From an optimization exercise on the open Yosys and OpenROAD flow, aimed at small area, a short achievable clock period and few clock cycles per item; shortcuts taken in it are not production practice. Function was checked by simulation only, so behaviour that the tests miss may differ from the original.

== run D ==
==> module gf_alu, before the edit <==
module gf_alu (
    input  wire        clk,
    input  wire        rst,
    input  wire        start,
    input  wire [7:0]  op,
    input  wire [31:0] a,
    input  wire [31:0] b,
    output wire        ready,
    output reg         done,
    output wire [31:0] result,
    output reg         err,
    output wire [7:0]  errcode
);
    localparam [2:0] C_ADD  = 3'd0;    
    localparam [2:0] C_MUL  = 3'd1;    
    localparam [2:0] C_POW  = 3'd2;    
    localparam [2:0] C_LOOP = 3'd3;    
    localparam [2:0] C_ERRZ = 3'd4;    
    localparam [2:0] C_ILL  = 3'd5;    
    reg        errz;
    reg  [9:0] res;
    assign result  = {22'd0, res};
    assign errcode = {3'b000, err, 3'b000, errz};
    reg        v1;          
    reg  [2:0] cls;
    reg        f10;         
    reg  [9:0] p, q;        
    reg  [9:0] s;           
    reg  [9:0] c;           
    reg  [9:0] x;           
    reg  [1:0] cnt;         
    wire last    = (cls != C_POW) && !((cls == C_LOOP) && (cnt != 2'd0));
    assign ready = ~v1 | last;
    wire accept  = start & ready;
    wire       fin = op[5];                     
    wire [9:0] am  = {a[9:8] & {2{fin}}, a[7:0]};
    wire [9:0] bm  = {b[9:8] & {2{fin}}, b[7:0]};
    wire       a8z  = (a[7:0] == 8'd0);
    wire       a10z = a8z & (a[9:8] == 2'd0);
    wire [9:0] a2;
    gf_sq u_sqa (.f10(fin), .x(am), .y(a2));
    wire [7:0] log_a;
    gf8_log_rom u_log (.addr(a[7:0]), .data(log_a));
    wire [7:0] ek = op[2] ? a[7:0] : ~log_a;    
    wire [7:0] exp_lo, exp_hi;
    gf8_exp_lo u_lo (.addr(ek[3:0]), .data(exp_lo));
    gf8_exp_hi u_hi (.addr(ek[7:4]), .data(exp_hi));
    wire [9:0] u10 = b[9:0], v10 = b[19:10], w10 = b[29:20], z10 = {8'd0, b[31:30]};
    wire [9:0] s10a = u10 ^ v10 ^ w10;
    wire [9:0] k10a = (u10 & v10) | (u10 & w10) | (v10 & w10);
    wire [9:0] c10a = {k10a[8:0], k10a[9]};
    wire [9:0] s10  = s10a ^ c10a ^ z10;
    wire [9:0] k10b = (s10a & c10a) | (s10a & z10) | (c10a & z10);
    wire [9:0] c10  = {k10b[8:0], k10b[9]};
    wire [7:0] u8 = b[7:0], v8 = b[15:8], w8 = b[23:16], z8 = b[31:24];
    wire [7:0] s8a = u8 ^ v8 ^ w8;
    wire [7:0] k8a = (u8 & v8) | (u8 & w8) | (v8 & w8);
    wire [7:0] c8a = {k8a[6:0], k8a[7]};
    wire [7:0] s8  = s8a ^ c8a ^ z8;
    wire [7:0] k8b = (s8a & c8a) | (s8a & z8) | (c8a & z8);
    wire [7:0] c8  = {k8b[6:0], k8b[7]};
    reg [2:0] cls_in;
    reg [9:0] p_in, q_in, s_in, c_in;
    always @(*) begin
        p_in = am;
        q_in = bm;
        s_in = fin ? s10 : {s8, 2'b00};
        c_in = fin ? c10 : {c8, 2'b00};
        case (op)
            8'h10, 8'h20: begin cls_in = C_ADD; p_in = am ^ bm; end
            8'h11, 8'h21: cls_in = C_MUL;
            8'h14: begin
                cls_in = C_MUL;
                p_in   = {2'b00, exp_lo};
                q_in   = {2'b00, exp_hi};
            end
            8'h15: begin
                cls_in = a8z ? C_ERRZ : C_ADD;
                p_in   = {2'b00, log_a};
            end
            8'h12: begin
                cls_in = a8z ? C_ERRZ : C_MUL;
                p_in   = {2'b00, exp_lo};
                q_in   = {2'b00, exp_hi};
            end
            8'h13, 8'h23: begin cls_in = C_POW; q_in = a2; end
            8'h22: begin
                cls_in = a10z ? C_ERRZ : C_POW;
                q_in   = a2;
                s_in   = 10'd1022;
                c_in   = 10'd0;
            end
            default: cls_in = C_ILL;
        endcase
    end
    wire       loop = (cls == C_LOOP);
    wire [9:0] p2, p4, x2;
    gf_sq u_sq1 (.f10(f10), .x(p),  .y(p2));
    gf_sq u_sq2 (.f10(f10), .x(p2), .y(p4));
    gf_sq u_sqx (.f10(f10), .x(x),  .y(x2));
    wire [9:0] mp;
    gf_mul u_mul (.f10(f10), .a(loop ? p4 : p), .b(q), .p(mp));
    wire [10:0] es = {1'b0, s} + {1'b0, c};
    wire [9:0]  e  = es[9:0] + {7'd0, es[10] & ~f10, 1'b0, es[10] & f10};
    reg [9:0] p_first, q_first;
    always @(*) begin
        case (e[9:8])
            2'd0:    p_first = 10'd1;
            2'd1:    p_first = p;
            2'd2:    p_first = q;
            default: p_first = mp;
        endcase
        case (e[7:6])
            2'd0:    q_first = 10'd1;
            2'd1:    q_first = p;
            2'd2:    q_first = q;
            default: q_first = mp;
        endcase
    end
    reg [9:0] q_loop;
    always @(*) begin
        case (s[9:8])
            2'd0:    q_loop = 10'd1;
            2'd1:    q_loop = x;
            2'd2:    q_loop = x2;
            default: q_loop = c;
        endcase
    end
    always @(posedge clk) begin
        if (rst) begin
            v1   <= 1'b0;
            done <= 1'b0;
        end else begin
            done <= 1'b0;
            if (v1) begin
                if (last) begin
                    v1   <= 1'b0;
                    done <= 1'b1;
                    err  <= (cls == C_ERRZ) || (cls == C_ILL);
                    errz <= (cls == C_ERRZ);
                end
                case (cls)
                    C_ADD:  res <= p;
                    C_MUL:  res <= mp;
                    C_POW: begin
                        x   <= p;
                        c   <= mp;
                        p   <= p_first;
                        q   <= q_first;
                        s   <= {e[5:0], 4'd0};
                        cnt <= f10 ? 2'd3 : 2'd2;
                        cls <= C_LOOP;
                    end
                    C_LOOP: begin
                        res <= mp;
                        p   <= mp;
                        q   <= q_loop;
                        s   <= {s[7:0], 2'b00};
                        cnt <= cnt - 2'd1;
                    end
                    default: res <= 10'd0;
                endcase
            end
            if (accept) begin
                v1  <= 1'b1;
                cls <= cls_in;
                f10 <= fin;
                p   <= p_in;
                q   <= q_in;
                s   <= s_in;
                c   <= c_in;
            end
        end
    end
endmodule
clock: 7.0 ns
lec_check: 0
cap_margin: 20
core_margin: 2
core_utilization: 30
setup_slack_margin: 2.0
slew_margin: 20
run.sh (not shown) runs the stock make flow with config.mk's settings and CLKGATE_MAP_FILE= SYNTH_SCRIPT=/design/flow/synth_recipe.tcl, a recipe that flattens the netlist after the stock synthesis.
Testbench counts of run D, summed over its fixed seeds: cycles 4,818, items 3,200.
[inputs] run M vs run D
diff --git a/flow/design.v b/flow/design.v
--- a/flow/design.v
+++ b/flow/design.v
@@ -836,10 +836,12 @@
 );
     localparam [2:0] C_ADD  = 3'd0;    
     localparam [2:0] C_MUL  = 3'd1;    
-    localparam [2:0] C_POW  = 3'd2;    
-    localparam [2:0] C_LOOP = 3'd3;    
-    localparam [2:0] C_ERRZ = 3'd4;    
-    localparam [2:0] C_ILL  = 3'd5;    
+    localparam [2:0] C_LOG  = 3'd2;    
+    localparam [2:0] C_INV8 = 3'd3;    
+    localparam [2:0] C_POW  = 3'd4;    
+    localparam [2:0] C_LOOP = 3'd5;    
+    localparam [2:0] C_ERRZ = 3'd6;    
+    localparam [2:0] C_ILL  = 3'd7;    
     reg        errz;
     reg  [9:0] res;
     assign result  = {22'd0, res};
@@ -852,7 +854,7 @@
     reg  [9:0] c;           
     reg  [9:0] x;           
     reg  [1:0] cnt;         
-    wire last    = (cls != C_POW) && !((cls == C_LOOP) && (cnt != 2'd0));
+    wire last    = (cls != C_INV8) && (cls != C_POW) && !((cls == C_LOOP) && (cnt != 2'd0));
     assign ready = ~v1 | last;
     wire accept  = start & ready;
     wire       fin = op[5];                     
@@ -862,9 +864,9 @@
     wire       a10z = a8z & (a[9:8] == 2'd0);
     wire [9:0] a2;
     gf_sq u_sqa (.f10(fin), .x(am), .y(a2));
-    wire [7:0] log_a;
-    gf8_log_rom u_log (.addr(a[7:0]), .data(log_a));
-    wire [7:0] ek = op[2] ? a[7:0] : ~log_a;    
+    wire       inv8 = v1 & (cls == C_INV8);
+    wire [7:0] log_p;
+    wire [7:0] ek = inv8 ? ~log_p : a[7:0];     
     wire [7:0] exp_lo, exp_hi;
     gf8_exp_lo u_lo (.addr(ek[3:0]), .data(exp_lo));
     gf8_exp_hi u_hi (.addr(ek[7:4]), .data(exp_hi));
@@ -897,15 +899,8 @@
                 p_in   = {2'b00, exp_lo};
                 q_in   = {2'b00, exp_hi};
             end
-            8'h15: begin
-                cls_in = a8z ? C_ERRZ : C_ADD;
-                p_in   = {2'b00, log_a};
-            end
-            8'h12: begin
-                cls_in = a8z ? C_ERRZ : C_MUL;
-                p_in   = {2'b00, exp_lo};
-                q_in   = {2'b00, exp_hi};
-            end
+            8'h15: cls_in = a8z ? C_ERRZ : C_LOG;
+            8'h12: cls_in = a8z ? C_ERRZ : C_INV8;
             8'h13, 8'h23: begin cls_in = C_POW; q_in = a2; end
             8'h22: begin
                 cls_in = a10z ? C_ERRZ : C_POW;
@@ -923,6 +918,7 @@
     gf_sq u_sqx (.f10(f10), .x(x),  .y(x2));
     wire [9:0] mp;
     gf_mul u_mul (.f10(f10), .a(loop ? p4 : p), .b(q), .p(mp));
+    gf8_log_rom u_log (.addr(p[7:0]), .data(log_p));
     wire [10:0] es = {1'b0, s} + {1'b0, c};
     wire [9:0]  e  = es[9:0] + {7'd0, es[10] & ~f10, 1'b0, es[10] & f10};
     reg [9:0] p_first, q_first;
@@ -965,6 +961,12 @@
                 case (cls)
                     C_ADD:  res <= p;
                     C_MUL:  res <= mp;
+                    C_LOG:  res <= {2'b00, log_p};
+                    C_INV8: begin
+                        p   <= {2'b00, exp_lo};
+                        q   <= {2'b00, exp_hi};
+                        cls <= C_MUL;
+                    end
                     C_POW: begin
                         x   <= p;
                         c   <= mp;
Findings:
- Run M -> run D: number of H-tree branching levels delta 0, exact match
- Diff run M..run D | maximum achievable frequency | negligible
- After detailed routing, run D needs less wire than run M.
- For run M, the critical path start-end classification was flop to flop, unlike run D, where it was input port to flop.
- Run M vs run D on share of cell area taken by muxes after synthesis: run M is the lower one.
- Fraction of final layout cells with drive strength greater than 1: lower on run M
- Of run M and run D, run M shows the lower final critical path time including I/O delays and setup, with run D above it.
- Changes observed in run M relative to run D: final cycle utilization of the critical path neither gained nor lost much; non-clock buffer count lost about 27%; via count picked up an extra 4.6%.
Testbench counts of run M, summed over its fixed seeds: cycles 5,162, items 3,200.

separate check: timing with driven ports:
The results above use ideal ports. As a check the final layouts listed here were re-extracted and re-timed, cells and wires unchanged. Step 1 sets driving cells, clkbuf_16 on the clock port and buf_2 on the other inputs (assumed; they add their load-dependent delay and slew). Step 2 times the ports against the registers' clock, not the clock port: input delays grow and output delays shrink by t, the midpoint of the rising clock arrivals with the driver on. Three values: no drivers, after step 1, after step 2; two values: the first two.
run | t (ns) | setup slack, ns | worst hold slack (ns) | latest minus earliest clock arrival (ns)
run D | 0.377 | 2.071 / 2.089 / 1.713 | 0.612 / 0.612 / 0.612 | 0.011 / 0.011
run M | 0.391 | 2.077 / 2.077 / 2.077 | 0.578 / 0.578 / 0.578 | 0.013 / 0.013
After both steps setup and hold are still met in every run listed. The setup slack of run D, which loses most, moves by +0.018 ns with the drivers and by -0.358 ns with both steps.
